Background: an optimization exercise with open tools, aiming at small area, a short achievable clock period and few clock cycles per item. Do not read the settings as production practice. Function was checked by simulation only, so behaviour that the tests miss may differ from the original. Power figures rest on the tool's default switching activity, not on a simulated workload.

## flow/design.v (module list and top-level ports; edited modules follow where they fit)
// module logp_power: 91 lines
// module fp64_sq_tree: 2373 lines
// module fa: 10 lines
// module ha: 9 lines
// module exp_diff: 18 lines
// module fp64_sq_pack: 35 lines
// module fp64_add_align: 25 lines
// module fp64_add_round: 42 lines
module logp_power (
    input  wire        clk,
    input  wire        rst,
    input  wire        in_valid,
    output wire        in_ready,
    input  wire [63:0] re,
    input  wire [63:0] im,
    output reg         out_valid,
    output reg  [63:0] p
);
  // ...
==> flow/flow/run.sh <==
#!/bin/bash
# The standard layout, with timing repair aimed well below the clock period:
# repair_timing works until the setup slack reaches SETUP_SLACK_MARGIN, so the
# layout meets timing at the design's period with that much slack to spare.
set -euo pipefail
export SETUP_SLACK_MARGIN=${REPAIR_MARGIN:-13.0}
bash standard.sh > standard.log 2>&1
==> flow/standard.sh <==
#!/bin/bash
# synth_recipe.tcl (not shown) runs the flow's synth.tcl, then flattens the netlist and writes it again
# the make line also repeats each setting of config.mk as NAME=value (left out here)
make -C /OpenROAD-flow-scripts/flow DESIGN_CONFIG=/design/flow/config.mk WORK_HOME=/design/flow/orfs CLKGATE_MAP_FILE= SYNTH_SCRIPT=/design/flow/synth_recipe.tcl "${@:-finish}"
==> flow/config.mk <==
export PLATFORM = sky130hd
export DESIGN_NAME = logp_power
export DESIGN_NICKNAME = logp_power
export VERILOG_FILES = /design/flow/design.v
export SDC_FILE = /design/flow/constraint.sdc
export NUM_CORES = 4
export LEC_CHECK = 0
export CAP_MARGIN = 20
export CORE_MARGIN = 2
export CORE_UTILIZATION = 60
export PLACE_DENSITY = 0.7
export SLEW_MARGIN = 20
export SYNTH_HIERARCHICAL = 1
export SYNTH_MINIMUM_KEEP_SIZE = 0
==> flow/constraint.sdc <==
create_clock -name core_clock -period 18.5 [get_ports {clk}]
set_input_delay 3.7000 -clock core_clock [delete_from_list [all_inputs] [get_ports {clk}]]
set_output_delay 3.7000 -clock core_clock [all_outputs]
set_load 0.01 [all_outputs]
==> results.json, run 1 <==
{
  "drtIter0Drc": 14186,
  "final-nonclk-buf-share_pct": 3.554,
  "gp_congestion": 1.026,
  "status": "no timing/DRC/antenna violations",
  "clock-skew-final_ns": 0.05208,
  "cp-end-kind": "flip-flop",
  "startpoint_type": "flip-flop",
  "synthTopCellsByCount": "xnor2_1, fa_1, dfxtp_1, a22oi_1, clkbuf_1",
  "ff2ff_setup_slack_ns": 12.89,
  "final_cells": 15075,
  "busiest_layer": "met2",
  "synth_compound_area_share_pct": 17.69,
  "holdPathEnd": "ia2[5]",
  "multiInputGateArea_sq_um": 90310,
  "post_cts_buffers": 16,
  "ff2ff_path_depth": 16,
  "slowest_delay_ns": 0.58,
  "ctsHoldBuffers": 0,
  "n_all_inverters": 587,
  "rr_startpoint": "xb0[43]",
  "synthSimpleGateAreaFrac_pct": 10.13,
  "seq_share_pct": 18.34,
  "seq_area_sq_um": 23750,
  "hold_ws_ns": 0.3231,
  "grt_use_met2_pct": 63.40,
  "power_density_nw_per_um2": 194.3,
  "post-route-period-util_pct": 30.31,
  "cts_max_level": 4,
  "p_comb_share_pct": 69.3,
  "path_class": "reg2reg",
  "p_int_mw": 12.76,
  "via_per_inst": 6.984,
  "synth.area.top_cells": "fa_1, dfxtp_1, xnor2_1, a22oi_1, ha_1",
  "switching_share_pct": 49.25
}
Testbench counts, summed over its fixed seeds: cycles 24,064, items 24,000.
==> run 2: changes to the inputs <==
==> flow/flow/run.sh (replaced) <==
#!/bin/bash
# The standard layout (the standard.sh, ORFS from synthesis to the final
# layout), with two settings it leaves open:
# - timing repair aimed well below the clock period: repair_timing works until
#   the setup slack reaches SETUP_SLACK_MARGIN, so the layout meets timing at
#   the design's period with that much slack to spare;
# - the ports buffered with buf_4 cells (buffer_ports' default picks a slow
#   delay buffer).
# make's full output goes to standard.log; ORFS keeps each step's log under
# orfs/logs/.
set -euo pipefail
export SETUP_SLACK_MARGIN=13.6
export BUFFER_PORTS_ARGS="-buffer_cell sky130_fd_sc_hd__buf_4"
bash standard.sh > standard.log 2>&1
--- a/flow/config.mk
+++ b/flow/config.mk
@@ -8,6 +8,8 @@
 export CAP_MARGIN = 20
 export CORE_MARGIN = 2
 export CORE_UTILIZATION = 60
+export CTS_CLUSTER_DIAMETER = 80
+export CTS_CLUSTER_SIZE = 30
 export PLACE_DENSITY = 0.7
 export SLEW_MARGIN = 20
 export SYNTH_HIERARCHICAL = 1
==> results.json, run 2 <==
{
  "slew_headroom_pct": 9.987,
  "cp_max_fo": 6,
  "async_flop_share_pct": 0,
  "synthCells": 13098,
  "setup_viol": 0,
  "fp-row-count": 166,
  "ant_nets": 0,
  "slowest_stage": "fa_2",
  "finalHoldViolCount": 0,
  "cp_common_cell": "inv_1",
  "fmax_mhz": 198.3,
  "portBuffers": 192,
  "synthMostInstantiatedCell": "xnor2_1",
  "ios": 197,
  "yosys.area.top_type": "fa_1",
  "slowest_delay_ns": 0.55,
  "most-common-layout-cells": "xnor2_1, fa_1, a22oi_1",
  "gp_congestion": 1.033,
  "fillers": 16456,
  "start_util_pct": 60.35,
  "startpoint_type": "flip-flop",
  "cts_max_level": 3,
  "cts_max_path_buffers": 3,
  "wire_per_inst_um": 31.91,
  "track_usage_pct": 44.36,
  "wl_um": 484200,
  "die_height_um": 457.4,
  "critPathRequiredTime_ns": 19.17,
  "yosys.area.top_type_share_pct": 22.14,
  "syn_avg_cell_area_sq_um": 9.416,
  "clock-sinks": 1178,
  "core_sq_um": 204400,
  "p_comb_share_pct": 71.6,
  "path_cells": "inv_1 > ha_1 > nand2_1 > nor2_4 > nand2_2 > a211oi_4 > buf_12 > nor3_4 > nand2_2 > o21ai_4 > fa_2 > inv_1 > ha_1 > inv_1 > fa_1 > fa_2 > fa_1",
  "maxSlewViolCount": 0,
  "seq_area_frac_synth_pct": 19.12,
  "seq_power_share_pct": 19.2,
  "ys_warn_count": 11,
  "grt_max_degree": 100,
  "fin_total_pwr_mw": 24.57,
  "p_leak_nw": 51.47,
  "area_growth_pct": 6.735,
  "p_int_mw": 12.18,
  "drtIter0Drc": 15648,
  "synth_edf_count": 0,
  "finalNetCount": 14464,
  "clock-root-buffer": "clkbuf_16",
  "ys_types": 131,
  "via_per_inst": 7.058,
  "grt_pass1_vias": 105605,
  "dieArea_sq_um": 209200,
  "synthTopCellsByCount": "xnor2_1, fa_1, dfxtp_1, a22oi_1, clkbuf_1",
  "hold_class": "reg2reg",
  "power_density_nw_per_um2": 186.6,
  "layout_commonest_cell": "xnor2_1",
  "cts_made_buffers": 89,
  "cp-end-kind": "flip-flop",
  "route.detailed.drc": 0,
  "cts_tree": "done",
  "post-route-period-util_pct": 27.26,
  "status": "no timing/DRC/antenna violations",
  "fin_crit_ns": 5.044,
  "synth_seq_cells": 1178,
  "tns_ns": 0,
  "worstPathArrival_ns": 5.71,
  "clkLatencyLatePin_ns": 0.82,
  "path_class": "reg2reg",
  "drt_pass1_iterations": 13,
  "ir_drop_mv": 0.1272,
  "grt_overflow": 0,
  "worstMarginPinSlew_ns": 1.336,
  "dpl.hpwl_um": 328800,
  "die_w_um": 457.4,
  "drive_gt1_share_pct": 12.65,
  "ctsHoldBuffers": 0,
  "vias": 107093,
  "grt_pass1_wl_um": 696500,
  "pwr-share-clk_pct": 9.2,
  "netlist_area_sq_um": 123300,
  "rsz0062_at_grt": "true",
  "maxCapViolCount": 0,
  "clk_pin_slew_ns": 0.11,
  "p_sw_mw": 12.39,
  "grt_antenna_before_repair": 24,
  "synth.area.top_cells": "fa_1, dfxtp_1, xnor2_1, a22oi_1, ha_1",
  "synth-main-ff-cell": "dfxtp_1",
  "switching_share_pct": 50.43,
  "clock-skew-final_ns": 0.05457
}
==> run 2: cell families after synthesis <==
logic type | Yosys count | share of synthesized area [%]
AO/OA/AOI/OAI | 3224 | 17.69
AND/OR/NAND/NOR | 2529 | 10.13
buffers and inverters | 2098 | 8.025
adder cells (fa/ha/maj) | 1959 | 28.16
XOR/XNOR | 1592 | 11.37
flip-flops | 1178 | 19.12
multiplexers | 514 | 5.489
other | 4 | 0.01217
==> run 2: area by class of cell <==
cell class	count	area, sq um	area share, %
timing repair buffer	692	7625	5.792
timing repair inverter	1	3.754	0.002851
tap	2688	3363	2.555
inverter	587	2409	1.830
antenna	28	70.07	0.05323
clock buffer	101	2344	1.780
clock inverter	66	1066	0.8098
multi-input combinational	9833	90880	69.03
sequential	1178	23880	18.14
==> run 2: final timing paths <==
check	startpoint	to	slack, ns	cells past startpoint
setup / recovery	xa0[42]	ta1b[52]	13.46	17
hold / removal	eh4[0]	eh5[0]	0.31	0
setup reg to reg	xa0[42]	ta1b[52]	13.46	17
hold reg to reg	eh4[0]	eh5[0]	0.31	0
==> run 2: through the flow <==
step                cells  cell area [sq um]  hold WS (ns)  setup WS [ns]  util (%)
floorplan           13104             123400        0.3096          13.60         -
global placement    14728             122800        0.3102          12.15     60.10
detailed placement  14729             122900        0.3120          12.16     60.11
CTS                 15030             129600        0.3247          13.49     63.41
global route        15151             131600        0.3187          13.50     64.38
finish              15174             131600        0.3093          13.46     64.41
==> run 2: worst max-delay path, delay by kind of cell (launching register included) <==
kind	cells	cell delay [ns]
buffers and inverters	4	0.77
adder cells (fa/ha/maj)	6	2.49
AO/OA/AOI/OAI	2	0.44
AND/OR/NAND/NOR	5	0.78
flip-flops	1	0.39
==> run 2: per-module statistics from Yosys (local to each module, per instance) <==
module          cell area (sq um)  times used  flip-flops and latches  cells inside
fp64_sq_pack                 4275           2                       0           626
ha                          12.51          94                       0             1
fp64_sq_tree                18430           2                       0          2777
fa                          20.02        1362                       0             1
fp64_add_align               5757           1                       0           624
exp_diff                     2310           1                       0           352
logp_power                  37610           1                    1178          3236
fp64_add_round               3799           1                       0           624
==> run 2: what timing repair did <==
action                                 4_1_cts  5_1_grt
gates resized for setup                    432      202
setup endpoints to repair                  297      212
buffers inserted                           111       98
pin swaps                                   30       32
gates cloned                                23       18
endpoints found under the hold margin        0        0
==> run 2: routing by layer <==
metal	vias to the layer above	GRT usage (%)	routed length, um
li1	43877	-	-
met1	52129	54.05	171900
met2	8624	65.37	204200
met3	2441	17.38	68100
met4	22	28.34	39370
met5	-	0.5970	659
==> run 2: power groups by stage <==
stage	sequential (mW)	combinational, mW	clock (mW)
after floorplan	4.28	15.4	0
after global placement	4.69	16.2	0
after detailed placement	4.71	16.6	0
after CTS	4.67	16.9	2.27
after global routing	4.78	18.8	2.37
final	4.72	17.6	2.25

[what the ideal ports hide]
No port has a modelled driver above. Below, the same layouts with a new extraction and two added sets of constraints. Step 1 (the two cells are an assumption about what drives the block):
set clk [get_ports {clk}]
set_driving_cell -lib_cell sky130_fd_sc_hd__clkbuf_16 $clk
set_driving_cell -lib_cell sky130_fd_sc_hd__buf_2 [delete_from_list [all_inputs] $clk]
Step 2, shift: input delay + t, output delay - t, t = (earliest + latest rising clock arrival at the registers) / 2. This alone moves slack from input paths to output paths. Slacks: no drivers / after step 1 / after step 2; pairs: no drivers / after step 1.
run | t, ns | setup slack, ns | worst setup path at the end | pins driven straight from the clock port
run 1 | 0.926 | 12.893 / 12.893 / 12.893 | register to register | 1
run 2 | 0.893 | 13.456 / 13.451 / 13.456 | register to register | 1
After both steps every run listed still meets setup and hold.
